This design comes from an exercise in tuning for small area, a short achievable clock period and few clock cycles on the open sky130 flow, not from production work. Only simulation tests tie the RTL to the original design; equivalence was not proved. No activity file was given, so power comes from the tool's default toggle rates.

==> design.v <==
module dps_spi (
    input  wire       clk,
    input  wire       rst,
    input  wire       go,
    input  wire [7:0] tx_byte,
    input  wire       tx_dc,
    input  wire       tx_last,
    output wire       rdy,
    output wire       idle,
    output wire       act_o,
    output wire [3:0] idx,
    output reg        spi_cs_n,
    output reg        spi_dc,
    output reg        spi_sclk,
    output reg        spi_mosi
);
    reg       act;
    reg       lst;
    reg [6:0] sh;
    reg [2:0] bc;
    wire bdone = act & spi_sclk & (bc == 3'd0);
    assign rdy   = ~act | (bdone & ~lst);
    assign idle  = ~act & spi_cs_n;
    assign act_o = act;
    assign idx   = {~bc, spi_sclk};
    always @(posedge clk) begin
        if (rst) begin
            act      <= 1'b0;
            spi_cs_n <= 1'b1;
            spi_sclk <= 1'b0;
        end else if (go) begin
            act      <= 1'b1;
            spi_cs_n <= 1'b0;
            spi_sclk <= 1'b0;
        end else if (act) begin
            spi_sclk <= ~spi_sclk;
            if (bdone) begin
                act <= 1'b0;
                if (lst) spi_cs_n <= 1'b1;
            end
        end
    end
    always @(posedge clk) begin
        if (go) begin
            spi_mosi <= tx_byte[7];
            sh       <= tx_byte[6:0];
            bc       <= 3'd7;
            lst      <= tx_last;
            spi_dc   <= tx_dc;
        end else if (act & spi_sclk) begin
            spi_mosi <= sh[6];
            sh       <= {sh[5:0], 1'b0};
            bc       <= bc - 3'd1;
        end
    end
endmodule
module dps_init_rom (
    input  wire [8:0] idx,
    output reg  [8:0] entry,
    output reg  [3:0] knext
);
    always @(*) begin
        case (idx)
            9'd192: entry = {1'b0, 8'h11};
            9'd304: entry = {1'b0, 8'h3A};
            9'd305: entry = {1'b1, 8'h05};
            9'd306: entry = {1'b0, 8'hB0};
            9'd307: entry = {1'b1, 8'h00};
            9'd308: entry = {1'b1, 8'hE8};
            9'd309: entry = {1'b0, 8'hB2};
            9'd310: entry = {1'b1, 8'h0C};
            9'd311: entry = {1'b1, 8'h0C};
            9'd312: entry = {1'b1, 8'h00};
            9'd313: entry = {1'b1, 8'h33};
            9'd314: entry = {1'b1, 8'h33};
            9'd315: entry = {1'b0, 8'hB7};
            9'd316: entry = {1'b1, 8'h35};
            9'd317: entry = {1'b0, 8'hBB};
            9'd318: entry = {1'b1, 8'h35};
            9'd319: entry = {1'b0, 8'hC0};
            9'd320: entry = {1'b1, 8'h2C};
            9'd321: entry = {1'b0, 8'hC2};
            9'd322: entry = {1'b1, 8'h01};
            9'd323: entry = {1'b0, 8'hC3};
            9'd324: entry = {1'b1, 8'h13};
            9'd325: entry = {1'b0, 8'hC4};
            9'd326: entry = {1'b1, 8'h20};
            9'd327: entry = {1'b0, 8'hC6};
            9'd328: entry = {1'b1, 8'h0F};
            9'd329: entry = {1'b0, 8'hD0};
            9'd330: entry = {1'b1, 8'hA4};
            9'd331: entry = {1'b1, 8'hA1};
            9'd332: entry = {1'b0, 8'hD6};
            9'd333: entry = {1'b1, 8'hA1};
            9'd334: entry = {1'b0, 8'hE0};
            9'd335: entry = {1'b1, 8'hF0};
            9'd336: entry = {1'b1, 8'h00};
            9'd337: entry = {1'b1, 8'h04};
            9'd338: entry = {1'b1, 8'h04};
            9'd339: entry = {1'b1, 8'h04};
            9'd340: entry = {1'b1, 8'h05};
            9'd341: entry = {1'b1, 8'h29};
            9'd342: entry = {1'b1, 8'h33};
            9'd343: entry = {1'b1, 8'h3E};
            9'd344: entry = {1'b1, 8'h38};
            9'd345: entry = {1'b1, 8'h12};
            9'd346: entry = {1'b1, 8'h12};
            9'd347: entry = {1'b1, 8'h28};
            9'd348: entry = {1'b1, 8'h30};
            9'd349: entry = {1'b0, 8'hE1};
            9'd350: entry = {1'b1, 8'hF0};
            9'd351: entry = {1'b1, 8'h07};
            9'd352: entry = {1'b1, 8'h0A};
            9'd353: entry = {1'b1, 8'h0D};
            9'd354: entry = {1'b1, 8'h0B};
            9'd355: entry = {1'b1, 8'h07};
            9'd356: entry = {1'b1, 8'h28};
            9'd357: entry = {1'b1, 8'h33};
            9'd358: entry = {1'b1, 8'h3E};
            9'd359: entry = {1'b1, 8'h36};
            9'd360: entry = {1'b1, 8'h14};
            9'd361: entry = {1'b1, 8'h14};
            9'd362: entry = {1'b1, 8'h29};
            9'd363: entry = {1'b1, 8'h32};
            9'd364: entry = {1'b0, 8'h36};
            9'd365: entry = {1'b1, 8'h20};
            9'd366: entry = {1'b0, 8'h21};
            9'd414: entry = {1'b0, 8'h29};
            9'd448: entry = {1'b0, 8'h2A};
            9'd449: entry = {1'b1, 8'h00};
            9'd450: entry = {1'b1, 8'h00};
            9'd451: entry = {1'b1, 8'h00};
            9'd452: entry = {1'b1, 8'h00};
            9'd453: entry = {1'b0, 8'h2B};
            9'd454: entry = {1'b1, 8'h00};
            9'd455: entry = {1'b1, 8'h00};
            9'd456: entry = {1'b1, 8'h00};
            9'd457: entry = {1'b1, 8'h00};
            9'd458: entry = {1'b0, 8'h2C};
            9'd464: entry = {1'b0, 8'h36};
            9'd465: entry = {1'b1, 8'h20};
            9'd470: entry = {1'b1, 8'h00};
            9'd479: entry = {1'b1, 8'h00};
            9'd480: entry = {1'b1, 8'h00};
            default: entry = 9'h000;
        endcase
    end
    always @(*) begin
        case (idx)
            9'd63: knext = 4'd3;
            9'd191: knext = 4'd8;
            9'd303: knext = 4'd8;
            9'd304: knext = 4'd8;
            9'd305: knext = 4'd8;
            9'd306: knext = 4'd8;
            9'd307: knext = 4'd8;
            9'd308: knext = 4'd8;
            9'd309: knext = 4'd8;
            9'd310: knext = 4'd8;
            9'd311: knext = 4'd8;
            9'd312: knext = 4'd8;
            9'd313: knext = 4'd8;
            9'd314: knext = 4'd8;
            9'd315: knext = 4'd8;
            9'd316: knext = 4'd8;
            9'd317: knext = 4'd8;
            9'd318: knext = 4'd8;
            9'd319: knext = 4'd8;
            9'd320: knext = 4'd8;
            9'd321: knext = 4'd8;
            9'd322: knext = 4'd8;
            9'd323: knext = 4'd8;
            9'd324: knext = 4'd8;
            9'd325: knext = 4'd8;
            9'd326: knext = 4'd8;
            9'd327: knext = 4'd8;
            9'd328: knext = 4'd8;
            9'd329: knext = 4'd8;
            9'd330: knext = 4'd8;
            9'd331: knext = 4'd8;
            9'd332: knext = 4'd8;
            9'd333: knext = 4'd8;
            9'd334: knext = 4'd8;
            9'd335: knext = 4'd8;
            9'd336: knext = 4'd8;
            9'd337: knext = 4'd8;
            9'd338: knext = 4'd8;
            9'd339: knext = 4'd8;
            9'd340: knext = 4'd8;
            9'd341: knext = 4'd8;
            9'd342: knext = 4'd8;
            9'd343: knext = 4'd8;
            9'd344: knext = 4'd8;
            9'd345: knext = 4'd8;
            9'd346: knext = 4'd8;
            9'd347: knext = 4'd8;
            9'd348: knext = 4'd8;
            9'd349: knext = 4'd8;
            9'd350: knext = 4'd8;
            9'd351: knext = 4'd8;
            9'd352: knext = 4'd8;
            9'd353: knext = 4'd8;
            9'd354: knext = 4'd8;
            9'd355: knext = 4'd8;
            9'd356: knext = 4'd8;
            9'd357: knext = 4'd8;
            9'd358: knext = 4'd8;
            9'd359: knext = 4'd8;
            9'd360: knext = 4'd8;
            9'd361: knext = 4'd8;
            9'd362: knext = 4'd8;
            9'd363: knext = 4'd8;
            9'd364: knext = 4'd9;
            9'd365: knext = 4'd8;
            9'd413: knext = 4'd8;
            9'd414: knext = 4'd6;
            9'd447: knext = 4'd8;
            9'd448: knext = 4'd13;
            9'd449: knext = 4'd12;
            9'd450: knext = 4'd12;
            9'd451: knext = 4'd12;
            9'd452: knext = 4'd8;
            9'd453: knext = 4'd12;
            9'd454: knext = 4'd12;
            9'd455: knext = 4'd12;
            9'd456: knext = 4'd12;
            9'd457: knext = 4'd10;
            9'd458: knext = 4'd5;
            9'd463: knext = 4'd8;
            9'd464: knext = 4'd9;
            9'd465: knext = 4'd4;
            9'd467: knext = 4'd15;
            9'd468: knext = 4'd4;
            9'd469: knext = 4'd15;
            9'd470: knext = 4'd4;
            9'd471: knext = 4'd1;
            9'd472: knext = 4'd1;
            9'd473: knext = 4'd1;
            9'd474: knext = 4'd1;
            9'd475: knext = 4'd1;
            9'd476: knext = 4'd1;
            9'd477: knext = 4'd1;
            9'd478: knext = 4'd14;
            9'd479: knext = 4'd15;
            9'd480: knext = 4'd4;
            default: knext = 4'd0;
        endcase
    end
endmodule
module dps_top (
    input  wire       clk,
    input  wire       rst,
    input  wire       in_valid,
    input  wire [7:0] in_data,
    output wire       in_ready,
    input  wire       bus_ok,
    output wire       rsp_valid,
    output wire [7:0] rsp_data,
    input  wire       rsp_ready,
    output wire       spi_cs_n,
    output wire       spi_dc,
    output wire       spi_sclk,
    output wire       spi_mosi,
    output reg        lcd_rst_n,
    output reg  [9:0] bl_duty,
    output reg        bl_pwm,
    output reg        diag,
    output reg  [4:0] faults,
    output reg        idle
);
    localparam ST_OP = 2'd0, ST_ARG = 2'd1, ST_PROG = 2'd2, ST_STRM = 2'd3;
    localparam O_INIT = 3'd0, O_ORI = 3'd1, O_WIN = 3'd2, O_STR = 3'd3,
               O_BRI = 3'd4, O_D16 = 3'd5;
    localparam K_NOP = 4'd0, K_ROT = 4'd1, K_RSTA = 4'd2, K_RSTD = 4'd3,
               K_END = 4'd4, K_ENDW = 4'd5, K_ENDI = 4'd6,
               K_TXC = 4'd8, K_TXM = 4'd9, K_TXCB = 4'd10,
               K_TXR = 4'd12, K_TXRA = 4'd13, K_TXRH = 4'd14, K_TXI = 4'd15;
    localparam [8:0] P_INIT = 9'd0, P_WIN = 9'd448, P_ORI = 9'd464,
                     P_CMD = 9'd468, P_D8 = 9'd470, P_D16 = 9'd472;
    localparam R_HOLD = 3'd0, R_SHIN = 3'd1, R_ROT = 3'd2, R_PHA = 3'd3,
               R_PHB = 3'd4, R_MUL = 3'd5, R_STRM = 3'd6, R_DUTY = 3'd7;
    reg  [7:0]  ib;           
    reg         ibv;
    reg         in_rdy;
    reg  [1:0]  st;
    reg  [2:0]  opq;
    reg         raw;
    reg  [8:0]  S;            
    reg  [3:0]  rk;           
    reg  [63:0] R;
    reg         ready, orient, primed;
    reg         bok;          
    reg         ord;          
    reg         eq;           
    reg         hf;           
    reg         bapp;         
    reg         c1, c2, c3, c4, c5, c6;    
    reg         rspv, r0, r6, rac;
    reg  [1:0]  rj;           
    reg  [9:0]  cn;           
    assign in_ready  = in_rdy;
    assign rsp_valid = rspv;
    assign rsp_data  = {rac, r6, rac, 1'b0, rac, rac, 1'b0, r0};
    wire take = in_valid & in_rdy;
    wire [8:0] rom;
    wire [3:0] knext;
    dps_init_rom u_rom (.idx(S), .entry(rom), .knext(knext));
    wire       rdc   = rom[8];
    wire [7:0] rbyte = rom[7:0];
    wire in_op   = (st == ST_OP);
    wire in_arg  = (st == ST_ARG);
    wire in_prog = (st == ST_PROG);
    wire in_strm = (st == ST_STRM);
    wire k_tx    = rk[3];
    wire k_srcr  = rk[3] & rk[2] & ~(rk[1] & rk[0]);
    wire k_srci  = (rk == K_TXI);
    wire k_wibv  = rk[3] & rk[2] & rk[1];                
    wire k_free  = ~rk[3] & ~rk[2] & ~rk[1];             
    wire k_rst   = ~rk[3] & ~rk[2] & rk[1];              
    wire       spi_rdy, spi_idle, spi_act;
    wire [3:0] bidx;
    wire       s_last;
    wire       tx_valid = (in_prog & k_tx & (~k_wibv | ibv)) | (in_strm & ibv);
    wire       go       = tx_valid & spi_rdy;
    wire [7:0] tx_byte  = (in_strm | k_srci) ? ib :
                          k_srcr ? R[63:56] :
                          {rbyte[7] | ((rk == K_TXM) & orient), rbyte[6:0]};
    wire       tx_dc    = in_strm | k_srcr | rdc;
    wire       tx_last  = in_strm ? s_last : (rk != K_TXRH);
    dps_spi u_spi (
        .clk(clk), .rst(rst), .go(go), .tx_byte(tx_byte), .tx_dc(tx_dc),
        .tx_last(tx_last), .rdy(spi_rdy), .idle(spi_idle), .act_o(spi_act),
        .idx(bidx), .spi_cs_n(spi_cs_n), .spi_dc(spi_dc),
        .spi_sclk(spi_sclk), .spi_mosi(spi_mosi)
    );
    wire phA = in_prog & spi_act & (rk == K_TXRA);    
    wire phB = in_prog & spi_act & (rk == K_TXCB);    
    wire phM = in_prog & spi_act & (rk == K_ENDW);    
    wire i0  = (bidx == 4'd0);
    wire i15 = (bidx == 4'd15);
    wire ta = R[48], tb = R[32], tc = R[16], td = R[0];
    wire k34  = (bidx == 4'd1) | (bidx == 4'd5);
    wire k319 = (bidx <= 4'd5) | (bidx == 4'd8);
    wire k171 = (bidx == 4'd0) | (bidx == 4'd1) | (bidx == 4'd3) |
                (bidx == 4'd5) | (bidx == 4'd7);
    wire kw = orient ? k171 : k319;    
    wire kh = orient ? k319 : k171;    
    wire c1i = i0 | c1, c2i = i0 | c2, c3i = i0 | c3, c4i = i0 | c4;
    wire c5i = ~i0 & c5, c6i = ~i0 & c6;
    wire sa = ta ^ i15, sb = tb ^ i15, sc = tc ^ i15, sd = td ^ i15;
    wire xo_o = (sc & ~sa) | (sc & c1i) | (~sa & c1i);      
    wire yo_o = (sd & ~sb) | (sd & c2i) | (~sb & c2i);      
    wire xw_o = (kw & ~tc) | (kw & c3i) | (~tc & c3i);      
    wire yh_o = (kh & ~td) | (kh & c4i) | (~td & c4i);      
    wire tp = orient ? ta : tb, tq = orient ? tc : td;
    wire t1 = tp ^ k34 ^ c5i, t2 = tq ^ k34 ^ c6i;          
    wire c5o = (tp & k34) | (tp & c5i) | (k34 & c5i);
    wire c6o = (tq & k34) | (tq & c6i) | (k34 & c6i);
    wire range_ok = xo_o & yo_o & xw_o & yh_o & ~ta & ~tb;
    wire bu   = tb ^ ~ta ^ c1i;
    wire cu_o = (tb & ~ta) | (tb & c1i) | (~ta & c1i);
    wire bw   = (bu ^ c2i) & ord;
    wire cw_o = bu & c2i;
    wire w16  = cw_o & ord;
    wire bv   = td ^ ~tc ^ c3i;
    wire cv_o = (td & ~tc) | (td & c3i) | (~tc & c3i);
    wire [17:0] msum = {1'b0, R[31], R[63:48]} +
                       (R[32] ? {1'b0, R[16], R[15:0]} : 18'd0);
    wire hrot    = in_strm & (S[4:0] != 5'd31);
    wire hbit    = R[5] ^ c1;                   
    wire hz      = (R[31:5] == 27'd0);
    assign s_last = hz & (R[4:0] == 5'd1) & (raw | hf);
    wire cdec    = in_strm & go & (raw | hf);   
    wire lwrap   = (R[4:0] == 5'd0);
    wire [7:0] cm     = raw ? R[62:55] : R[63:56];
    wire       cfirst = (S[2:0] == 3'd4);
    wire       ctop   = ~R[31] & (~raw | ~R[63]);
    wire       ceq    = (cfirst ? ctop : eq) & (cm == ib);
    wire       nzero  = |{R[23:0], ib};
    wire       bgt = ib > 8'd100;
    wire [9:0] bnd = (ib == 8'd100) ? 10'd1023 : ({3'b000, ib[6:0]} * 10'd10);
    function [2:0] rspd(input [1:0] j, input o);
        reg [1:0] jj;
        begin
            jj   = j ^ {o, 1'b0};
            rspd = {jj == 2'd3, jj == 2'd1, jj == 2'd0};
        end
    endfunction
    wire ib_slow = (ib == 8'h01) | (ib == 8'h07) | (ib == 8'h10) | (ib == 8'h11);
    reg  [1:0] st_n;
    reg  [2:0] opq_n, rop;
    reg  [8:0] S_n;
    reg  [3:0] rk_n;
    reg        raw_n, ready_n, orient_n, primed_n, ord_n, eq_n, hf_n, lcd_n;
    reg        bapp_n, diag_n, cons, bset, adv, rstart;
    reg  [4:0] faults_n;
    reg        c1_n, c2_n, c3_n, c4_n, c5_n, c6_n;
    always @(*) begin
        st_n = st; opq_n = opq; raw_n = raw; S_n = S; rk_n = rk;
        ready_n = ready; orient_n = orient; primed_n = primed;
        ord_n = ord; eq_n = eq; hf_n = hf; lcd_n = lcd_rst_n;
        bapp_n = 1'b0; faults_n = faults; diag_n = 1'b0;
        c1_n = c1; c2_n = c2; c3_n = c3; c4_n = c4; c5_n = c5; c6_n = c6;
        cons = 1'b0; bset = 1'b0; adv = 1'b0; rstart = 1'b0; rop = R_HOLD;
        case (st)
            ST_OP: if (ibv & ~rspv) begin
                cons = 1'b1;
                case (ib)
                    8'h01: begin opq_n = O_INIT; S_n = 9'd7; st_n = ST_ARG; end
                    8'h02: begin opq_n = O_ORI;  S_n = 9'd7; st_n = ST_ARG; end
                    8'h03: begin opq_n = O_WIN;  S_n = 9'd0; st_n = ST_ARG; end
                    8'h04, 8'h05: begin
                        opq_n = O_STR; raw_n = ib[0]; S_n = 9'd4; st_n = ST_ARG;
                    end
                    8'h06: begin opq_n = O_BRI;  S_n = 9'd7; st_n = ST_ARG; end
                    8'h07: rstart = 1'b1;
                    8'h10: begin
                        st_n = ST_PROG; S_n = P_CMD; rk_n = K_TXI; primed_n = 1'b0;
                    end
                    8'h11: begin
                        st_n = ST_PROG; S_n = P_D8; rk_n = K_TXI; primed_n = 1'b0;
                    end
                    8'h12: begin
                        opq_n = O_D16; S_n = 9'd7; st_n = ST_ARG; primed_n = 1'b0;
                    end
                    default: faults_n[0] = 1'b1;
                endcase
            end
            ST_ARG: if (ibv) begin
                cons = (opq != O_INIT);
                S_n  = S + 9'd1;
                if (opq == O_WIN || opq == O_STR || opq == O_D16) rop = R_SHIN;
                if (opq == O_STR) eq_n = ceq;
                if (S[2:0] == 3'd7) begin
                    case (opq)
                        O_INIT: begin
                            primed_n = 1'b0;
                            if (bok) begin
                                st_n = ST_PROG; S_n = P_INIT; rk_n = K_RSTA;
                            end else begin
                                cons = 1'b1; ready_n = 1'b0; st_n = ST_OP;
                                rstart = 1'b1;
                            end
                        end
                        O_ORI: begin
                            st_n = ST_OP;
                            if (ib > 8'd1) begin
                                faults_n[0] = 1'b1;
                            end else begin
                                if (!ready) faults_n[1] = 1'b1;
                                orient_n = ib[0]; primed_n = 1'b0;
                                st_n = ST_PROG; S_n = P_ORI; rk_n = K_TXC;
                            end
                        end
                        O_WIN: begin
                            if (!ready) faults_n[1] = 1'b1;
                            primed_n = 1'b1;
                            st_n = ST_PROG; S_n = P_WIN; rk_n = K_TXC;
                        end
                        O_STR: begin
                            if (!ready) faults_n[1] = 1'b1;
                            if (!primed) faults_n[3] = 1'b1;
                            else if (!ceq) faults_n[4] = 1'b1;
                            primed_n = 1'b0; hf_n = 1'b0; S_n = 9'd31;
                            st_n = nzero ? ST_STRM : ST_OP;
                        end
                        O_BRI: begin
                            if (!ready) faults_n[1] = 1'b1;
                            bset = 1'b1; st_n = ST_OP;
                        end
                        default: begin
                            st_n = ST_PROG; S_n = P_D16; rk_n = K_ROT;
                        end
                    endcase
                end
            end
            ST_PROG: begin
                if (k_tx) begin
                    if (go) begin
                        adv = 1'b1;
                        if (k_srcr) rop = R_ROT;
                        if (k_srci) cons = 1'b1;
                    end
                end else if (k_free) begin
                    adv = 1'b1;
                    if (rk[0]) rop = R_ROT;
                end else if (k_rst) begin
                    if (spi_idle) begin lcd_n = rk[0]; adv = 1'b1; end
                end else if (rk == K_ENDW) begin
                    if (spi_act & i15) st_n = ST_OP;
                end else if (rk == K_ENDI) begin
                    ready_n = 1'b1; bset = 1'b1; cons = 1'b1; rstart = 1'b1;
                    st_n = ST_OP;
                end else begin
                    st_n = ST_OP;
                end
                if (adv) begin S_n = S + 9'd1; rk_n = knext; end
                if (phA) begin
                    rop = R_PHA;
                    c1_n = xo_o; c2_n = yo_o; c3_n = xw_o; c4_n = yh_o;
                    c5_n = c5o; c6_n = c6o;
                    if (i15) begin
                        if (!range_ok) faults_n[2] = 1'b1;
                        ord_n = xo_o & yo_o;
                    end
                end
                if (phB) begin
                    rop = R_PHB; c1_n = cu_o; c2_n = cw_o; c3_n = cv_o;
                end
                if (phM) rop = R_MUL;
            end
            default: begin    
                rop = R_STRM;
                if (hrot) begin
                    S_n = S + 9'd1;
                    c1_n = c1 & ~R[5];
                end
                if (cdec & lwrap) begin
                    S_n = 9'd4; c1_n = 1'b1;
                end
                if (go) begin
                    cons = 1'b1;
                    hf_n = ~hf & ~raw;
                    if (s_last) st_n = ST_OP;
                end
            end
        endcase
        if (bset) begin
            rop = R_DUTY;
            bapp_n = ~bgt;
            diag_n = bgt;
        end
    end
    wire rtake = rspv & rsp_ready;
    always @(posedge clk) begin
        if (rst) begin
            rspv <= 1'b0;
        end else if (rstart) begin
            rspv <= 1'b1;
        end else if (rtake & (rj == 2'd3)) begin
            rspv <= 1'b0;
        end
        if (rstart) begin
            if (in_op) begin                    
                rj <= 2'd0; {rac, r6, r0} <= rspd(2'd0, orient);
            end else begin                      
                rj <= 2'd3; {rac, r6, r0} <= {2'b00, in_prog};
            end
        end else if (rtake) begin
            rj <= rj + 2'd1; {rac, r6, r0} <= rspd(rj + 2'd1, orient);
        end
    end
    wire ibv_n = take | (ibv & ~cons);
    wire fast_n = (in_op & ~rspv & ~(ibv & ib_slow)) |
                  (in_arg & ~((S[2:0] == 3'd7) & (ibv | (opq == O_INIT)))) |
                  (in_prog & (((rk == K_ENDW) & spi_act & i15) | (rk == K_END))) |
                  (in_strm & go & s_last);
    always @(posedge clk) begin
        if (take) ib <= in_data;
        bok <= bus_ok;
        if (rst) begin
            ibv <= 1'b0; in_rdy <= 1'b0; st <= ST_OP;
            ready <= 1'b0; orient <= 1'b0; primed <= 1'b0;
            lcd_rst_n <= 1'b1; faults <= 5'd0; diag <= 1'b0;
            idle <= 1'b0; bapp <= 1'b0;
            bl_duty <= 10'd0; bl_pwm <= 1'b0; cn <= 10'd1;
        end else begin
            ibv <= ibv_n;
            in_rdy <= ~ibv_n | fast_n;
            st <= st_n;
            ready <= ready_n; orient <= orient_n; primed <= primed_n;
            lcd_rst_n <= lcd_n; faults <= faults_n; diag <= diag_n;
            bapp <= bapp_n;
            idle <= in_op & ~ibv & spi_idle & ~bapp & ~rspv & ~take;
            if (bapp) begin
                bl_duty <= R[25:16];
                bl_pwm  <= cn < R[25:16];
            end else begin
                bl_pwm  <= cn < bl_duty;
            end
            cn <= cn + 10'd1;
        end
        opq <= opq_n; raw <= raw_n; S <= S_n; rk <= rk_n;
        ord <= ord_n; eq <= eq_n; hf <= hf_n;
        c1 <= c1_n; c2 <= c2_n; c3 <= c3_n; c4 <= c4_n; c5 <= c5_n; c6 <= c6_n;
    end
    always @(posedge clk) begin
        case (rop)
            R_SHIN: R <= {R[55:0], ib};
            R_ROT:  R <= {R[55:0], R[63:56]};
            R_PHA:  R <= {orient ? tb : ta, R[63:49], orient ? td : tc, R[47:33],
                          t1, R[31:17], t2, R[15:1]};
            R_PHB:  R <= {bw, R[63:49], bv, R[47:33],
                          i15 ? {w16, R[31:18], w16} : {R[16], R[31:17]},
                          bw, R[15:1]};
            R_MUL:  R <= {msum[16:0], R[47:33], msum[17], R[30:0]};
            R_STRM: begin
                if (hrot) R[31:5] <= {hbit, R[31:6]};
                if (cdec) R[4:0] <= R[4:0] - 5'd1;
            end
            R_DUTY: R[25:16] <= bnd;
            default: ;
        endcase
    end
endmodule
==> flow/run.sh <==
#!/bin/bash
# Standard layout; timing repair aims for setup slack of at least MARGIN ns
# at the design's clock period, so that it works on the design's real
# critical paths. Each step's full output goes to its own log file here.
set -euo pipefail
MARGIN=7.5
bash standard.sh synth > synth.log 2>&1
bash standard.sh SETUP_SLACK_MARGIN=$MARGIN finish > layout.log 2>&1
==> standard.sh <==
#!/bin/bash
# synth_recipe.tcl (not shown) runs the flow's synth.tcl, then flattens the netlist and writes it again
# the make line also repeats each setting of config.mk as NAME=value (left out here)
make -C /OpenROAD-flow-scripts/flow DESIGN_CONFIG=/design/flow/config.mk WORK_HOME=/design/flow/orfs CLKGATE_MAP_FILE= SYNTH_SCRIPT=/design/flow/synth_recipe.tcl "${@:-finish}"
==> config.mk <==
export PLATFORM = sky130hd
export DESIGN_NAME = dps_top
export DESIGN_NICKNAME = dps_top
export VERILOG_FILES = /design/flow/design.v
export SDC_FILE = /design/flow/constraint.sdc
export NUM_CORES = 4
export LEC_CHECK = 0
export ABC_CLOCK_PERIOD_IN_PS = 2500
export CAP_MARGIN = 20
export CORE_MARGIN = 2
export CORE_UTILIZATION = 60
export GPL_TIMING_DRIVEN = 1
export PLACE_DENSITY = 0.7
export SLEW_MARGIN = 20
==> constraint.sdc <==
create_clock -name core_clock -period 11.0 [get_ports {clk}]
set_input_delay 2.2000 -clock core_clock [delete_from_list [all_inputs] [get_ports {clk}]]
set_output_delay 2.2000 -clock core_clock [all_outputs]
set_load 0.01 [all_outputs]
==> impl_results.md, run 1 <==
* Hold Path Stages at 2
* Fin crit share at 31.6%
* Port Buffers at 43
* IO Pins at 46
* Power per cell area at 113 nW/um^2
* #FFs+latches synth at 158
* Inserted Clock Buffers at 17
* Compound-Gate Fraction of Synth Area at 21.7%
* Clock root buffer: clkbuf_16
* CP Capture Type: primary output
* Post-Route M1 WL at 15,600 um
* Drt drc at 0
* Synth Area in Simple Gates at 21.1%
* WL met3 at 3970 um
* Max Used Layer: met4
* Fin. Hold Viols at 0
* Primary flip-flop cell chosen by synthesis mapping: edfxtp_1
* Clock transition at path regs at 0.06 ns
* First-iteration detailed-routing DRC count at 1,727
* Layout Nets at 1,441
* HP Class: reg -> reg
* Initial antenna violation count at 0
* Core ar. at 19,600 sq um
* Placer Congestion at 0.984
* Die Span X at 146 um
* Routed met2 length at 15,900 um
* Clock sink count at 158
* Setup crit start kind: register
* Yosys cell types at 90
* Worst Skew at 0.0195 ns
* Clk latency of the worst-skew pair at 0.45 ns
* Synth Area per Inst at 8.72 sq um
* Initial cell density of the core at 61.3%
* Placed cell count at 1,601
* Fmax at 288 MHz
* Rows at 51
* Post-DP HPWL at 26,100 um
* First-pass GRT wire length at 57,300 um
* CTS tree: built
* Critical path peak fanout at 1
* Post-synth EDFFs at 111
* Peak supply drop at 172 uV
* WL final at 36,800 um
* Final ANT Viol Nets at 0
* CP cell instances: clkdlybuf4s50_1
* H-tree depth at 4
* DIE HEIGHT at 146 um
* Max Buffers Root-to-Sink at 2
* Largest net degree at the start of global routing at 43
* Top-count cell post-synth: nor2_1
* Xor and xnor area share after synthesis at 3.06%
* Via count at 11,200
* Area grow syn2layout at 9.08%
* Die footprint at 21,200 sq um
* Synth Area in Adders at 7.75%
* Crit path depth at 1
* Critical path class: reg -> out
* Final non-filler cell total at 1,636
* Setup TNS at 0 ns
* Total Power at 1.48 mW
* Post-route minimum period at 3.47 ns
* Total GRT Usage at 34.0%
* Yosys warnings at 3
* Vias in the first global route at 10,400
* Post-Synthesis Cells at 1,378
* Worst Max-Slew Pin Slew at 0.929 ns
* Worst rel slew slack at 38.1%
* Leakage at 4.88 nW
* Reg2reg path depth at 9
* Max-slew violations at 0
* Yosys top cell area share at 27.7%
* Top cells by area, synth: edfxtp_1, dfxtp_1, ha_1
* Avg WL per Cell at 22.5 um
* Worst EP arrival at 1.27 ns
* Critical-path top delay cell: clkdlybuf4s50_1
* Max-cap violations at 0
* 1st-pass router iterations at 7
* Final-layout fill cell count at 1,661
* Register area share after synthesis at 35.6%
* RSZ-0062 raised after global routing: no
* Share of cells above drive strength 1 at 7.80%
* Status: timing/DRC/antenna clean
* CP required at 8.80 ns
* # setup viols final at 0
* Top delay family on crit path: buffers and inverters
* Largest family of logic cells by synthesized area: compound AO/OA/AOI/OAI gates
* Ant diodes at 0
* Post-synthesis cell area at 12,000 sq um
* Buf/Inv on CP at 1
* Synth top cells by count: nor2_1, nand2_1, edfxtp_1, o21ai_0, a21oi_1
* Vias/cell at 6.84
* Post-synthesis mux area share at 4.88%
* Post-synth ARST share at 0%
* Dominant cell type by area after synthesis: edfxtp_1
* Grt ovf at 0
* Slowest stage delay, CP at 0.52 ns
==> layer usage <==
metal  GRT usage (%)  vias up
met5               0        -
met4            12.5        0
met3            7.71      130
met2            50.8      742
met1            48.5     5221
li1                -     5090
==> area by class of cell <==
class                   instances  area, sq um  area share, %
multi-input cells            1058         7180           54.7
flip-flops and latches        158         4280           32.6
repair buffers                 58          509           3.89
clock buffers                  19          433           3.30
well taps                     265          332           2.53
inverters                      65          251           1.92
clock inverters                13          128          0.974
==> layout by cell type, fill, tap and decap left out, drive strengths merged, types with 10 or more instances in the layout <==
master,netlist,final
xor2,17,17
dfxtp,47,47
nand2b,29,29
or3,14,14
nor2,126,126
o21ai,88,88
nand3,40,40
nand2,116,116
o211ai,13,13
clkdlybuf4s50,0,13
nand3b,14,14
nand4,13,13
xnor2,25,25
and2,26,26
o31ai,10,10
clkbuf,55,19
o21a,11,11
mux2,21,21
a211oi,24,24
nor2b,18,18
inv,62,70
a211o,10,10
a21o,16,16
dlygate4sd2,0,29
a21oi,79,79
o22ai,13,13
a31oi,22,22
edfxtp,111,111
a22oi,20,20
buf,43,15
ha,64,64
nor3,40,40
nor4,24,24
mux2i,35,35
==> path summary, 6_finish.rpt <==
check	slack (ns)	end	from
worst max-delay path	7.53	spi_mosi	u_spi.spi_mosi$_DFFE_PP_
worst min-delay path	0.47	faults[2]$_SDFFE_PP0P_	faults[2]$_SDFFE_PP0P_
worst max register to register	7.62	R[63]$_DFFE_PP_	S[0]$_DFFE_PP_
worst min register to register	0.47	faults[2]$_SDFFE_PP0P_	faults[2]$_SDFFE_PP0P_
==> metrics by stage <==
step                instance area (sq um)  hold slack [ns]  worst slack, ns  utilization, %
global placement                    12400            0.443             7.08            63.4
global route                        13100            0.489             7.47            66.9
CTS                                 13000            0.472             7.35            66.2
finish                              13100            0.466             7.53            66.9
detailed placement                  12400            0.454             6.88            63.4
floorplan                           12000            0.411             7.68               -
==> cell families after synthesis <==
kind of cell               Yosys count
xor gates and xnor gates            42
buffers and inverters              163
and+or+nand+nor                    502
AOI/OAI and AO/OA                  385
DFF                                158
muxes                               56
adders and majority gates           71
other                                1
==> where the power goes <==
group	switching, mW	leakage [nW]	internal (mW)
Sequential	0.0279	1.39	0.655
Combinational	0.126	3.21	0.0833
Clock	0.272	0.278	0.318
Total	0.426	4.88	1.06
==> flip-flops by register name (all words and copies together), names as in the netlist, 2 cells and up <==
register and cells:
st 2, ib 8, faults 5, rk 4, rj 2, u_spi.sh 7
cn 10, u_spi.bc 3, bl_duty 10, R 64, opq 3, S 9
==> tightest hold or removal path, cell delays in order, from the launching register on <==
cell and delay (ns):
dfxtp_1 0.32, inv_1 0.05, a21oi_1 0.05
==> timing repair <==
item                                   in CTS  in global routing
resized for setup                          42                 20
hold buffers                                0                  0
cloned                                      0                  0
setup buffers                               0                  3
endpoints found under the hold margin       0                  0
setup endpoints to repair                 166                120
pin swaps                                   0                  1
Testbench counts, summed over its fixed seeds: cycles 1,014,473.
==> run 2, diff against run 1 <==
--- a/design.v
+++ b/design.v
@@ -585,21 +585,33 @@
         c1 <= c1_n; c2 <= c2_n; c3 <= c3_n; c4 <= c4_n; c5 <= c5_n; c6 <= c6_n;
     end
+    wire opB  = (rop == R_SHIN) | (rop == R_ROT);       
+    wire opA  = (rop == R_PHA);
+    wire opBB = (rop == R_PHB);
+    wire opM  = (rop == R_MUL);
+    wire opS  = (rop == R_STRM);
+    wire opD  = (rop == R_DUTY);
+    wire [63:0] bsh = {R[55:0], (rop == R_ROT) ? R[63:56] : ib};
+    wire top63 = opA ? (orient ? tb : ta) : opM ? msum[16] : bw;
+    wire top47 = opA ? (orient ? td : tc) : opM ? msum[0] : bv;
+    wire top31 = opA ? t1 : opM ? msum[17] : opS ? hbit : (i15 ? w16 : R[16]);
+    wire top15 = opA ? t2 : opS ? R[16] : bw;
+    wire b16   = (opBB & i15) ? w16 : R[17];
+    wire [63:0] rsh = {top63, R[63:49], top47, R[47:33], top31, R[31:18], b16,
+                       top15, R[15:1]};
+    wire shr   = opA | opBB;
+    wire srot  = opS & hrot;
     always @(posedge clk) begin
-        case (rop)
-            R_SHIN: R <= {R[55:0], ib};
-            R_ROT:  R <= {R[55:0], R[63:56]};
-            R_PHA:  R <= {orient ? tb : ta, R[63:49], orient ? td : tc, R[47:33],
-                          t1, R[31:17], t2, R[15:1]};
-            R_PHB:  R <= {bw, R[63:49], bv, R[47:33],
-                          i15 ? {w16, R[31:18], w16} : {R[16], R[31:17]},
-                          bw, R[15:1]};
-            R_MUL:  R <= {msum[16:0], R[47:33], msum[17], R[30:0]};
-            R_STRM: begin
-                if (hrot) R[31:5] <= {hbit, R[31:6]};
-                if (cdec) R[4:0] <= R[4:0] - 5'd1;
-            end
-            R_DUTY: R[25:16] <= bnd;
-            default: ;
-        endcase
+        if (opB) begin
+            R <= bsh;
+        end else begin
+            if (shr) R[63:48] <= rsh[63:48];
+            else if (opM) R[63:48] <= msum[16:1];
+            if (shr | opM) R[47:32] <= rsh[47:32];
+            if (shr | opM | srot) R[31] <= rsh[31];
+            if (shr | srot) R[30:5] <= rsh[30:5];
+            else if (opD) R[25:16] <= bnd;
+            if (shr) R[4:0] <= rsh[4:0];
+            else if (opS & cdec) R[4:0] <= R[4:0] - 5'd1;
+        end
     end
 endmodule
==> flow/run.sh (replaced) <==
#!/bin/bash
# Standard layout; timing repair aims for setup slack of at least MARGIN ns
# at the design's clock period, so that it works on the design's real
# critical paths; ports are buffered with buf_2. Each step's full output
# goes to its own log file here.
set -euo pipefail
MARGIN=7.5
bash standard.sh synth > synth.log 2>&1
bash standard.sh SETUP_SLACK_MARGIN=$MARGIN \
    "BUFFER_PORTS_ARGS=-buffer_cell sky130_fd_sc_hd__buf_2" finish > layout.log 2>&1
==> run 2 against run 1 <==
- clock power rose by 8.3%
- maximum frequency up 0.15%
- global-route usage is 0.38 points lower
- largest power group unchanged
- still clean
- worst setup slack gained 0.0052 ns
- flip-flop and latch count unchanged
- critical endpoint is now rsp_valid
- final cell count is 4.2% higher
- synthesized area shrank 0.72%
==> impl_results.md, run 2 <==
* Status: timing/DRC/antenna clean (unchanged)
* Setup TNS at 0 ns (unchanged)
* Worst rel slew slack at 31.2% (was 38.1%)
* Top cells by area, synth: edfxtp_1, dfxtp_1, ha_1 (unchanged)
* Top delay family on crit path: flip-flops (was buffers and inverters)
* Worst Max-Slew Pin Slew at 1.03 ns (was 0.929 ns)
* Initial cell density of the core at 61.3% (about the same)
* Most frequent cells in the layout: nand2_1, nor2_1, edfxtp_1 (was nor2_1, nand2_1, edfxtp_1)
* Vias/cell at 6.60 (was 6.84)
* Share of cells above drive strength 1 at 10.3% (was 7.80%)
* Synth Area in Simple Gates at 23.8% (was 21.1%)
* Post-route setup slack at 7.53 ns (about the same)
* Largest family of logic cells by synthesized area: simple AND/OR/NAND/NOR gates (was compound AO/OA/AOI/OAI gates)
* Synth top cells by count: nand2_1, nor2_1, edfxtp_1, o21ai_0, a21oi_1 (was nor2_1, nand2_1, edfxtp_1, o21ai_0, a21oi_1)
* Final ANT Viol Nets at 0 (unchanged)
* Post-synthesis mux area share at 3.75% (was 4.88%)
* CP required at 8.80 ns (about the same)
* Setup crit start kind: register (unchanged)
* Xor and xnor area share after synthesis at 3.08% (was 3.06%)
* P_int at 1.02 mW (was 1.06 mW)
* Combinational share of power at 4.9% (was 14.1%)
* Post-synth EDFFs at 111 (unchanged)
* Post-Synthesis Cells at 1,441 (was 1,378)
* Clock sink count at 158 (unchanged)
* Worst EP arrival at 1.27 ns (about the same)
* Cts hold-fix bufs at 0 (unchanged)
* Commonest non-fill, non-tap cell in the layout: nand2_1 (was nor2_1)
* 1st-pass router iterations at 6 (was 7)
* Largest net degree at the start of global routing at 104 (was 43)
* Critical path class: reg -> out (unchanged)
* DIE HEIGHT at 145 um (was 146 um)
* # setup viols final at 0 (unchanged)
* Clock transition at path regs at 0.07 ns (was 0.06 ns)
* Pre-CTS WS at 7.02 ns (was 6.88 ns)
* Max Buffers Root-to-Sink at 2 (unchanged)
* Compound-Gate Fraction of Synth Area at 20.3% (was 21.7%)
* Placed Area at 12,200 sq um (was 12,400 sq um)
* Top-count cell post-synth: nand2_1 (was nor2_1)
* CTS tree: built (unchanged)
* IO Pins at 46 (unchanged)
* Vias in the first global route at 10,100 (was 10,400)
* H-tree depth at 4 (unchanged)
* Port Buffers at 43 (unchanged)
* Max-cap violations at 0 (unchanged)
* Finished Core Util at 66.5% (was 66.9%)
* Power per cell area at 105 nW/um^2 (was 113 nW/um^2)
* Core ar. at 19,500 sq um (was 19,600 sq um)
* Yosys warnings at 3 (unchanged)
* CP cell instances: buf_2 (was clkdlybuf4s50_1)
* Top reg by flops: R (unchanged)
* Dominant cell type by area after synthesis: edfxtp_1 (unchanged)
* Clock group share of total power at 47.1% (was 39.8%)
* Fmax at 288 MHz (about the same)
* #FFs+latches synth at 158 (unchanged)
* Rows at 51 (unchanged)
* Largest regs: R: 64 flops, bl_duty: 10 flops, cn: 10 flops (unchanged)
* Area occupied by multi-input gates at 7110 sq um (was 7180 sq um)
* First-iteration detailed-routing DRC count at 1,718 (was 1,727)
* Avg WL per Cell at 21.0 um (was 22.5 um)
* Final instance area at 12,900 sq um (was 13,100 sq um)
* Placed cell count at 1,667 (was 1,601)
* Area grow syn2layout at 8.47% (was 9.08%)
* Layout Nets at 1,509 (was 1,441)
* Final-layout fill cell count at 1,637 (was 1,661)
* Slowest stage delay, CP at 0.61 ns (was 0.52 ns)
* Synth Area in Adders at 7.80% (was 7.75%)
* Peak supply drop at 108 uV (was 172 uV)
* Clock root buffer: clkbuf_16 (unchanged)
* Leakage at 4.93 nW (was 4.88 nW)
* Max-slew violations at 0 (unchanged)
* Yosys cell types at 84 (was 90)
* Post-DP HPWL at 25,900 um (was 26,100 um)
* Placer Congestion at 0.955 (was 0.984)
* Post-synthesis cell area at 11,900 sq um (was 12,000 sq um)
* First-pass GRT wire length at 56,400 um (was 57,300 um)
* Sequential standard cell area at 4270 sq um (was 4280 sq um)
* Die footprint at 21,000 sq um (was 21,200 sq um)
* WL final at 35,800 um (was 36,800 um)
* Worst Skew at 0.00978 ns (was 0.0195 ns)
* Initial antenna violation count at 0 (unchanged)
* Synth Area per Inst at 8.28 sq um (was 8.72 sq um)
* Inserted Clock Buffers at 17 (unchanged)
* Switching pwr at 0.334 mW (was 0.426 mW)
* Grt ovf at 0 (unchanged)
* Max reg flops at 64 (unchanged)
* Post-synth ARST share at 0% (unchanged)
* Fin. Hold Viols at 0 (unchanged)
* Switching part of the total power at 24.6% (was 28.7%)
* Buf/Inv on CP at 1 (unchanged)
* Critical path peak fanout at 7 (was 1)
* Final non-filler cell total at 1,704 (was 1,636)
* Die Span X at 145 um (was 146 um)
* Clk latency of the worst-skew pair at 0.45 ns (about the same)
* HP Class: reg -> reg (unchanged)
* Primary flip-flop cell chosen by synthesis mapping: edfxtp_1 (unchanged)
* Fin crit share at 31.5% (was 31.6%)
* Ant diodes at 0 (unchanged)
* Post-route minimum period at 3.47 ns (about the same)
* Critical-path top delay cell: dfxtp_1 (was clkdlybuf4s50_1)
* Via count at 11,200 (about the same)
* CP Capture Type: primary output (unchanged)
* Reg power frac at 48.0% (was 46.1%)
* RSZ-0062 raised after global routing: yes (was no)
* Register area share after synthesis at 35.8% (was 35.6%)
* Drt drc at 0 (unchanged)
* Total GRT Usage at 33.6% (was 34.0%)
* Yosys top cell area share at 27.9% (was 27.7%)
## run 2: changes by cell type after synthesis, moves of 7 or more
cell     change
a211o_1      -8
a21oi_1     +18
a22oi_1     -14
and2_1       -8
mux2_2      -13
nand2_1     +69
nand3_1      +7
nor2_1      +28
nor3_1       +8
o21ai_0      +9
o221a_2      +7
o31ai_1      -7
## run 2: routing by layer
metal	vias up	share of wire [%]	GRT usage [%]
met3	79	11	6.73
met4	0	2.0	8.66
met5	-	0	0
met2	722	42	48.1
met1	5231	45	51.8
li1	5213	-	-
## run 2: path summary, 6_finish.rpt
| kind | depth (start not counted) | to | start | slack, ns |
|---|---|---|---|---|
| worst max-delay path | 1 | rsp_valid | rspv$_SDFFE_PP0P_ | 7.53 |
| worst min-delay path | 1 | cn[0]$_SDFF_PP1_ | cn[0]$_SDFF_PP1_ | 0.45 |
| worst max register to register | 13 | R[63]$_DFFE_PP_ | R[32]$_DFFE_PP_ | 7.63 |
| worst min register to register | 1 | cn[0]$_SDFF_PP1_ | cn[0]$_SDFF_PP1_ | 0.45 |
## run 2: cell families (layout without fill, tap and decap cells)
group | after synthesis | count (layout)
AO/OA/AOI/OAI | 372 | 372
XOR/XNOR | 42 | 42
adder cells (fa/ha/maj) | 71 | 71
buffers and inverters | 158 | 155
flip-flops | 158 | 158
multiplexers | 44 | 44
other | 1 | 2
AND/OR/NAND/NOR | 595 | 595
## run 2: per-stage QoR
stage | hold WS [ns] | power (mW)
after floorplan | 0.403 | 0.710
after global placement | 0.423 | 0.726
after detailed placement | 0.431 | 0.728
after CTS | 0.452 | 1.35
after global routing | 0.477 | 1.38
final | 0.449 | 1.36
## run 2: power groups by stage
| stage | clock network (mW) | logic, mW | registers [mW] |
|---|---|---|---|
| floorplan | 0 | 0.0532 | 0.657 |
| global placement | 0 | 0.0636 | 0.663 |
| detailed placement | 0 | 0.0649 | 0.663 |
| CTS | 0.637 | 0.0659 | 0.650 |
| global route | 0.659 | 0.0746 | 0.651 |
| finish | 0.639 | 0.0665 | 0.650 |
## run 2: repair_timing
| item | CTS | global route |
|---|---|---|
| gates resized for setup | 13 | 9 |
| buffers inserted | 1 | 4 |
| pin swaps | 1 | 1 |
| cloned | 0 | 0 |
| setup endpoints to repair | 81 | 135 |
## run 2: final cells by class
cell class | count | area share, %
clock inverter | 14 | 1.48
tap | 265 | 2.56
inverter | 61 | 1.80
multi-input combinational | 1126 | 54.9
sequential | 158 | 33.0
timing repair buffer | 62 | 2.82
clock buffer | 18 | 3.39
## run 2: worst reg2reg max path, cell delays in order, from the launching register on
cell	delay [ns]
edfxtp_1	0.60
clkinv_2	0.29
nor2_1	0.16
ha_1	0.25
inv_1	0.08
fa_1	0.37
nor2b_1	0.19
o31a_1	0.22
o211ai_1	0.13
nand2_1	0.13
a31oi_1	0.16
o21ai_0	0.30
xnor2_1	0.16
a21oi_1	0.08
Testbench counts of run 2, summed over its fixed seeds: cycles 1,014,473.
==> run 3, diff against run 2 <==
--- a/flow/run.sh
+++ b/flow/run.sh
@@ -5,5 +5,5 @@
 # goes to its own log file here.
 set -euo pipefail
-MARGIN=7.5
+MARGIN=7.8
 bash standard.sh synth > synth.log 2>&1
 bash standard.sh SETUP_SLACK_MARGIN=$MARGIN \
==> run 3 against run 2 <==
- synthesized area is the same
- final area grew 1.1%
- total power shrank 4.2%
- clock power shrank 9.1%
- critical path type unchanged
- highest routed layer unchanged
==> impl_results.md, run 3 <==
* Max Buffers Root-to-Sink at 2 (unchanged)
* Max-slew violations at 0 (unchanged)
* Critical path peak fanout at 3 (was 7)
* Post-Synthesis Cells at 1,441 (unchanged)
* RSZ-0062 raised after global routing: yes (unchanged)
* Largest net degree at the start of global routing at 104 (unchanged)
* Layout Nets at 1,518 (was 1,509)
* WL final at 35,300 um (was 35,800 um)
* WL met3 at 3700 um (was 3910 um)
* Worst Max-Slew Pin Slew at 1.02 ns (was 1.03 ns)
* Post-synth ARST share at 0% (unchanged)
* Port Buffers at 43 (unchanged)
* Routed met2 length at 15,300 um (was 15,100 um)
* H-tree depth at 4 (unchanged)
* Inserted Clock Buffers at 17 (unchanged)
* Pre-CTS WS at 6.82 ns (was 7.02 ns)
* Worst rel slew slack at 30.9% (was 31.2%)
* Top reg by flops: R (unchanged)
* Switching part of the total power at 24.2% (was 24.6%)
* Initial antenna violation count at 1 (was 0)
* Hold_ws at 0.455 ns (was 0.449 ns)
* Status: timing/DRC/antenna clean (unchanged)
* Clock group share of total power at 44.7% (was 47.1%)
* P_int at 0.985 mW (was 1.02 mW)
* Critical-path top delay cell: dfxtp_2 (was dfxtp_1)
* Avg WL per Cell at 20.6 um (was 21.0 um)
* CP required at 8.80 ns (about the same)
* Die Span X at 145 um (unchanged)
* Register area share after synthesis at 35.8% (unchanged)
* Yosys warnings at 3 (unchanged)
* First-iteration detailed-routing DRC count at 1,664 (was 1,718)
* Combinational share of power at 5.2% (was 4.9%)
* Post-synthesis cell area at 11,900 sq um (unchanged)
* DIE HEIGHT at 145 um (unchanged)
* Area grow syn2layout at 9.66% (was 8.47%)
* IO Pins at 46 (unchanged)
* Final instance area at 13,100 sq um (was 12,900 sq um)
* Placer Congestion at 0.947 (was 0.955)
* Leakage at 4.94 nW (was 4.93 nW)
* Share of cells above drive strength 1 at 11.7% (was 10.3%)
* Total GRT Usage at 32.9% (was 33.6%)
* Final non-filler cell total at 1,712 (was 1,704)
* Placed cell count at 1,662 (was 1,667)
* Clock root buffer: clkbuf_16 (unchanged)
* Clk latency of the worst-skew pair at 0.44 ns (was 0.45 ns)
* Max reg flops at 64 (unchanged)
* Top-count cell post-synth: nand2_1 (unchanged)
* Rows at 51 (unchanged)
* First-pass GRT wire length at 55,400 um (was 56,400 um)
* CTS tree: built (unchanged)
* Switching pwr at 0.314 mW (was 0.334 mW)
* Max Used Layer: met4 (unchanged)
* Post-DP HPWL at 25,300 um (was 25,900 um)
* Critical path class: reg -> out (unchanged)
* Worst Skew at 0.0107 ns (was 0.00978 ns)
* Max-cap violations at 0 (unchanged)
* Drt drc at 0 (unchanged)
* Final ANT Viol Nets at 0 (unchanged)
* Vias in the first global route at 10,100 (about the same)
* #FFs+latches synth at 158 (unchanged)
* Die footprint at 21,000 sq um (unchanged)
* # setup viols final at 0 (unchanged)
* Worst EP arrival at 0.97 ns (was 1.27 ns)
* Vias/cell at 6.56 (was 6.60)
* Core ar. at 19,500 sq um (unchanged)
* Via count at 11,200 (about the same)
* Post-route setup slack at 7.83 ns (was 7.53 ns)
* Setup TNS at 0 ns (unchanged)
* Dominant cell type by area after synthesis: edfxtp_1 (unchanged)
* CP Capture Type: primary output (unchanged)
* Initial cell density of the core at 61.3% (unchanged)
* Top cells by area, synth: edfxtp_1, dfxtp_1, ha_1 (unchanged)
* Fmax at 316 MHz (was 288 MHz)
* Primary flip-flop cell chosen by synthesis mapping: edfxtp_1 (unchanged)
* Commonest non-fill, non-tap cell in the layout: nand2_1 (unchanged)
* CP cell instances: buf_2 (unchanged)
* Synth top cells by count: nand2_1, nor2_1, edfxtp_1, o21ai_0, a21oi_1 (unchanged)
* Fin. Hold Viols at 0 (unchanged)
* Power per cell area at 99.2 nW/um^2 (was 105 nW/um^2)
* Peak supply drop at 111 uV (was 108 uV)
* Placed Area at 12,100 sq um (was 12,200 sq um)
* HP Class: reg -> reg (unchanged)
* Top delay family on crit path: flip-flops (unchanged)
* Clock sink count at 158 (unchanged)
* Post-route minimum period at 3.17 ns (was 3.47 ns)
* Slowest stage delay, CP at 0.38 ns (was 0.61 ns)
* Largest regs: R: 64 flops, bl_duty: 10 flops, cn: 10 flops (unchanged)
* Ant diodes at 0 (unchanged)
* Most frequent cells in the layout: nand2_1, nor2_1, edfxtp_1 (unchanged)
* Synth Area per Inst at 8.28 sq um (unchanged)
* Post-synth EDFFs at 111 (unchanged)
* Final-layout fill cell count at 1,639 (was 1,637)
* Clock transition at path regs at 0.06 ns (was 0.07 ns)
* Yosys top cell area share at 27.9% (unchanged)
* Yosys cell types at 84 (unchanged)
* Grt ovf at 0 (unchanged)
* Setup crit start kind: register (unchanged)
* Post-Route M1 WL at 15,700 um (was 16,200 um)
* Buf/Inv on CP at 1 (unchanged)
* Reg power frac at 50.1% (was 48.0%)
* 1st-pass router iterations at 7 (was 6)
* Fin crit share at 28.8% (was 31.5%)
[run 3: cell counts after synthesis]
No cell type changed its count.
[run 3: what timing repair did]
| action | in CTS | in global routing |
|---|---|---|
| buffers inserted | 8 | 11 |
| hold buffers | 0 | 0 |
| pin swaps | 3 | 1 |
| resized for setup | 34 | 20 |
| hold endpoints to repair | 0 | 0 |
| endpoints found under the setup margin | 158 | 104 |
[run 3: path summary, 6_finish.rpt]
kind,cells past startpoint,slack [ns],start,to
max,1,7.83,u_spi.spi_cs_n$_SDFFE_PP1P_,spi_cs_n
min,1,0.45,cn[0]$_SDFF_PP1_,cn[0]$_SDFF_PP1_
max reg2reg,11,7.88,R[32]$_DFFE_PP_,R[31]$_DFFE_PP_
min reg2reg,1,0.45,cn[0]$_SDFF_PP1_,cn[0]$_SDFF_PP1_
[run 3: through the flow]
step / power (mW) / util [%]
floorplan: 0.710 / -
global placement: 0.727 / 62.4
CTS: 1.30 / 66.3
detailed placement: 0.728 / 62.4
finish: 1.30 / 67.2
global route: 1.33 / 67.2
[run 3: metal layers]
layer | global-route usage [%] | vias up
li1 | - | 5240
met1 | 49.6 | 5262
met5 | 0 | -
met4 | 7.48 | 0
met3 | 7.64 | 71
met2 | 47.9 | 652
[run 3: kinds of logic after synthesis]
| group | Yosys count | synth area share, % |
|---|---|---|
| AO/OA/AOI/OAI | 372 | 20.3 |
| adder cells (fa/ha/maj) | 71 | 7.80 |
| flip-flops | 158 | 35.8 |
| buffers and inverters | 158 | 5.45 |
| XOR/XNOR | 42 | 3.08 |
| other | 1 | 0.0314 |
| multiplexers | 44 | 3.75 |
| AND/OR/NAND/NOR | 595 | 23.8 |
[run 3: power by group through the flow]
stage | clock network, mW | registers (mW) | logic [mW]
2_1_floorplan | 0 | 0.657 | 0.0533
3_3_place_gp | 0 | 0.663 | 0.0639
3_5_place_dp | 0 | 0.663 | 0.0656
4_1_cts | 0.579 | 0.650 | 0.0665
5_1_grt | 0.604 | 0.651 | 0.0759
6_report | 0.581 | 0.650 | 0.0675
[run 3: area by class of cell]
cell class / instances / area [sq um] / share of cell area, %
clock buffer: 18 / 429 / 3.28
clock inverter: 13 / 131 / 1.00
inverter: 61 / 244 / 1.86
multi-input combinational: 1126 / 7210 / 55.1
sequential: 158 / 4280 / 32.7
tap: 265 / 332 / 2.53
timing repair buffer: 71 / 449 / 3.43
==> run 4, diff against run 3 <==
--- a/flow/run.sh
+++ b/flow/run.sh
@@ -5,5 +5,5 @@
 # goes to its own log file here.
 set -euo pipefail
-MARGIN=7.8
+MARGIN=7.5
 bash standard.sh synth > synth.log 2>&1
 bash standard.sh SETUP_SLACK_MARGIN=$MARGIN \
--- a/config.mk
+++ b/config.mk
@@ -10,4 +10,7 @@
 export CORE_MARGIN = 2
 export CORE_UTILIZATION = 60
+export CTS_BUF_LIST = sky130_fd_sc_hd__clkbuf_4 sky130_fd_sc_hd__clkbuf_8
+export CTS_CLUSTER_DIAMETER = 80
+export CTS_CLUSTER_SIZE = 40
 export GPL_TIMING_DRIVEN = 1
 export PLACE_DENSITY = 0.7
==> run 4 against run 3 <==
- non-clock buffer count decreased by 9
- maximum frequency decreased by 7.2%
- sequential share of layout area increased by 0.78 points
- largest cell class unchanged
==> impl_results.md, run 4 <==
* Post-synthesis cell area at 11,900 sq um (unchanged)
* Yosys cell types at 84 (unchanged)
* Top delay family on crit path: flip-flops (unchanged)
* Yosys warnings at 3 (unchanged)
* Die Span X at 145 um (unchanged)
* Cts hold-fix bufs at 0 (unchanged)
* Fin. Hold Viols at 0 (unchanged)
* Largest regs: R: 64 flops, bl_duty: 10 flops, cn: 10 flops (unchanged)
* Rows at 51 (unchanged)
* Hold Path Stages at 1 (unchanged)
* DIE HEIGHT at 145 um (unchanged)
* Core ar. at 19,500 sq um (unchanged)
* R2R Path End: S[6]$_DFFE_PP_ (was R[31]$_DFFE_PP_)
* Fin crit share at 31.0% (was 28.8%)
* Clock root buffer: clkbuf_8 (was clkbuf_16)
* Placer Congestion at 0.955 (was 0.947)
* WL met3 at 4330 um (was 3700 um)
* CP cell instances: buf_2 (unchanged)
* Synth Area per Inst at 8.28 sq um (unchanged)
* Layout Nets at 1,509 (was 1,518)
* Post-Route M1 WL at 15,800 um (was 15,700 um)
* R2R Setup Slk at 7.65 ns (was 7.88 ns)
* Port Buffers at 43 (unchanged)
* First-pass GRT wire length at 55,600 um (was 55,400 um)
* Initial antenna violation count at 0 (was 1)
* Setup TNS at 0 ns (unchanged)
* Worst rel slew slack at 31.9% (was 30.9%)
* Top cells by area, synth: edfxtp_1, dfxtp_1, ha_1 (unchanged)
* Area grow syn2layout at 6.90% (was 9.66%)
* Sequential standard cell area at 4280 sq um (about the same)
* Via count at 11,200 (about the same)
* Routed met2 length at 14,800 um (was 15,300 um)
* Critical path peak fanout at 13 (was 3)
* Max Used Layer: met4 (unchanged)
* Status: timing/DRC/antenna clean (unchanged)
* Buf/Inv on CP at 1 (unchanged)
* Post-route minimum period at 3.41 ns (was 3.17 ns)
* Inserted Clock Buffers at 17 (unchanged)
* Worst Max-Slew Pin Slew at 1.02 ns (about the same)
* Worst Skew at 0.0177 ns (was 0.0107 ns)
* Grt ovf at 0 (unchanged)
* Dominant cell type by area after synthesis: edfxtp_1 (unchanged)
* Hold path startpoint: cn[0]$_SDFF_PP1_ (unchanged)
* Clock sink count at 158 (unchanged)
* Share of cells above drive strength 1 at 10.4% (was 11.7%)
* Max-slew violations at 0 (unchanged)
* Register area share after synthesis at 35.8% (unchanged)
* Clk latency of the worst-skew pair at 0.48 ns (was 0.44 ns)
* WL final at 35,500 um (was 35,300 um)
* Crit path depth at 1 (unchanged)
* H-tree depth at 4 (unchanged)
* Total Power at 1.20 mW (was 1.30 mW)
* IO Pins at 46 (unchanged)
* Peak supply drop at 67.5 uV (was 111 uV)
* Largest net degree at the start of global routing at 104 (unchanged)
* Top-count cell post-synth: nand2_1 (unchanged)
* CP required at 8.80 ns (about the same)
* Initial cell density of the core at 61.3% (unchanged)
* Top reg by flops: R (unchanged)
* Post-Synthesis Cells at 1,441 (unchanged)
* Critical-path top delay cell: dfxtp_1 (was dfxtp_2)
* Avg WL per Cell at 20.8 um (was 20.6 um)
* Slowest stage delay, CP at 0.54 ns (was 0.38 ns)
* # setup viols final at 0 (unchanged)
* Final-layout fill cell count at 1,673 (was 1,639)
* Max-cap violations at 0 (unchanged)
* Power per cell area at 94.0 nW/um^2 (was 99.2 nW/um^2)
* HP Class: reg -> reg (unchanged)
* Vias/cell at 6.56 (about the same)
* Synth top cells by count: nand2_1, nor2_1, edfxtp_1, o21ai_0, a21oi_1 (unchanged)
* Worst r2r src: st[0]$_SDFFE_PP0P_ (was R[32]$_DFFE_PP_)
* Primary flip-flop cell chosen by synthesis mapping: edfxtp_1 (unchanged)
* Worst EP arrival at 1.21 ns (was 0.97 ns)
* Max reg flops at 64 (unchanged)
* Final ANT Viol Nets at 0 (unchanged)
* Post-DP HPWL at 25,900 um (was 25,300 um)
* Clock transition at path regs at 0.10 ns (was 0.06 ns)
* Hold worst-path end: cn[0]$_SDFF_PP1_ (unchanged)
* First-iteration detailed-routing DRC count at 1,651 (was 1,664)
* Yosys top cell area share at 27.9% (unchanged)
* RSZ-0062 raised after global routing: no (was yes)
* Reg2reg path depth at 10 (was 11)
* Vias in the first global route at 10,000 (was 10,100)
* 1st-pass router iterations at 8 (was 7)
* Critical path class: reg -> out (unchanged)
* Post-synth ARST share at 0% (unchanged)
* Setup crit start kind: register (unchanged)
* Ant diodes at 0 (unchanged)
* CP Capture Type: primary output (unchanged)
* CTS tree: built (unchanged)
* Drt drc at 0 (unchanged)
* Max Buffers Root-to-Sink at 2 (unchanged)
* Total GRT Usage at 33.2% (was 32.9%)
* Leakage at 4.84 nW (was 4.94 nW)
* Post-synth EDFFs at 111 (unchanged)
* #FFs+latches synth at 158 (unchanged)
* Commonest non-fill, non-tap cell in the layout: nand2_1 (unchanged)
* Most frequent cells in the layout: nand2_1, nor2_1, edfxtp_1 (unchanged)
* Area occupied by multi-input gates at 7110 sq um (was 7210 sq um)
* Fmax at 293 MHz (was 316 MHz)
* Die footprint at 21,000 sq um (unchanged)
## run 4: cell counts after synthesis
Identical to the previous run, type by type.
## run 4: metal layers
layer	track usage (%)	vias to the layer above
li1	-	5209
met1	51.1	5198
met2	47.0	703
met3	7.96	67
met4	7.72	0
met5	0	-
## run 4: cell type report
type | count | area share [%]
Sequential cell | 158 | 33.5
Tap cell | 265 | 2.60
Clock buffer | 18 | 1.94
Multi-Input combinational cell | 1126 | 55.7
Clock inverter | 14 | 1.50
Inverter | 61 | 1.84
Timing Repair Buffer | 62 | 2.85
## run 4: logic make-up (layout without fill, tap and decap cells)
family                   count (synthesis)  count (layout)  share of synthesized area (%)
flip-flops                             158             158                           35.8
adder cells (fa/ha/maj)                 71              71                           7.80
buffers and inverters                  158             155                           5.45
other                                    1               2                         0.0314
multiplexers                            44              44                           3.75
AND/OR/NAND/NOR                        595             595                           23.8
AO/OA/AOI/OAI                          372             372                           20.3
XOR/XNOR                                42              42                           3.08
## run 4: stage by stage
step / hold slack (ns) / cell area [sq um] / util (%) / cells / setup WS, ns
6_report: 0.457 / 12800 / 65.5 / 1704 / 7.59
3_5_place_dp: 0.431 / 12200 / 62.6 / 1667 / 7.02
2_1_floorplan: 0.403 / 11900 / - / 1442 / 7.79
4_1_cts: 0.460 / 12700 / 65.0 / 1700 / 7.51
5_1_grt: 0.484 / 12800 / 65.5 / 1704 / 7.51
3_3_place_gp: 0.423 / 12200 / 62.6 / 1667 / 7.13
## run 4: report_power, final
group          leakage, nW  internal [mW]  total (mW)  switching [mW]
clock                0.219          0.221       0.483           0.262
sequential            1.38          0.637       0.650          0.0129
combinational         3.24         0.0309      0.0660          0.0352
total                 4.84          0.889        1.20           0.310
## run 4: how the worst max path moves through the flow
stage | from | to | slack, ns
after floorplan | st[0]$_SDFFE_PP0P_ | S[0]$_DFFE_PP_ | 7.79
after global placement | S[0]$_DFFE_PP_ | R[49]$_DFFE_PP_ | 7.13
after detailed placement | S[0]$_DFFE_PP_ | R[42]$_DFFE_PP_ | 7.02
after CTS | S[0]$_DFFE_PP_ | R[14]$_DFFE_PP_ | 7.51
after global routing | S[0]$_DFFE_PP_ | R[41]$_DFFE_PP_ | 7.51
final | u_spi.spi_sclk$_SDFFE_PP0P_ | spi_sclk | 7.59
## run 4: what timing repair did
action	4_1_cts	5_1_grt
gates resized for setup	11	13
buffers inserted	1	4
setup endpoints to repair	80	137
pin swaps	1	1

-- separate check: timing with driven ports --
In the flow no input, the clock included, has a driving cell. The finished layouts below were timed again as built, in two steps.
Step 1 assumes that a clkbuf_16 drives the clock port and a buf_2 every other input.
Step 2 also shifts input and output timing later by t, the mid clock arrival at the registers, as if the neighbouring blocks saw the same clock.
Three values: no drivers, after step 1, after step 2; two values: the first two.
run	shift t [ns]	setup slack, ns	worst hold slack (ns)	clock arrival spread, ns	pins driven straight from the clock port
run 1	0.492	7.528 / 7.477 / 7.414	0.466 / 0.466 / 0.466	0.020 / 0.019	1
run 2	0.488	7.533 / 7.485 / 7.587	0.449 / 0.449 / 0.449	0.011 / 0.011	1
run 3	0.479	7.834 / 7.788 / 7.569	0.455 / 0.455 / 0.455	0.011 / 0.011	1
run 4	0.517	7.587 / 7.543 / 7.584	0.457 / 0.457 / 0.457	0.020 / 0.020	1
After both steps every run listed still meets setup and hold. The setup slack of run 3, which loses most, moves by -0.046 ns with the drivers and by -0.265 ns with both steps.
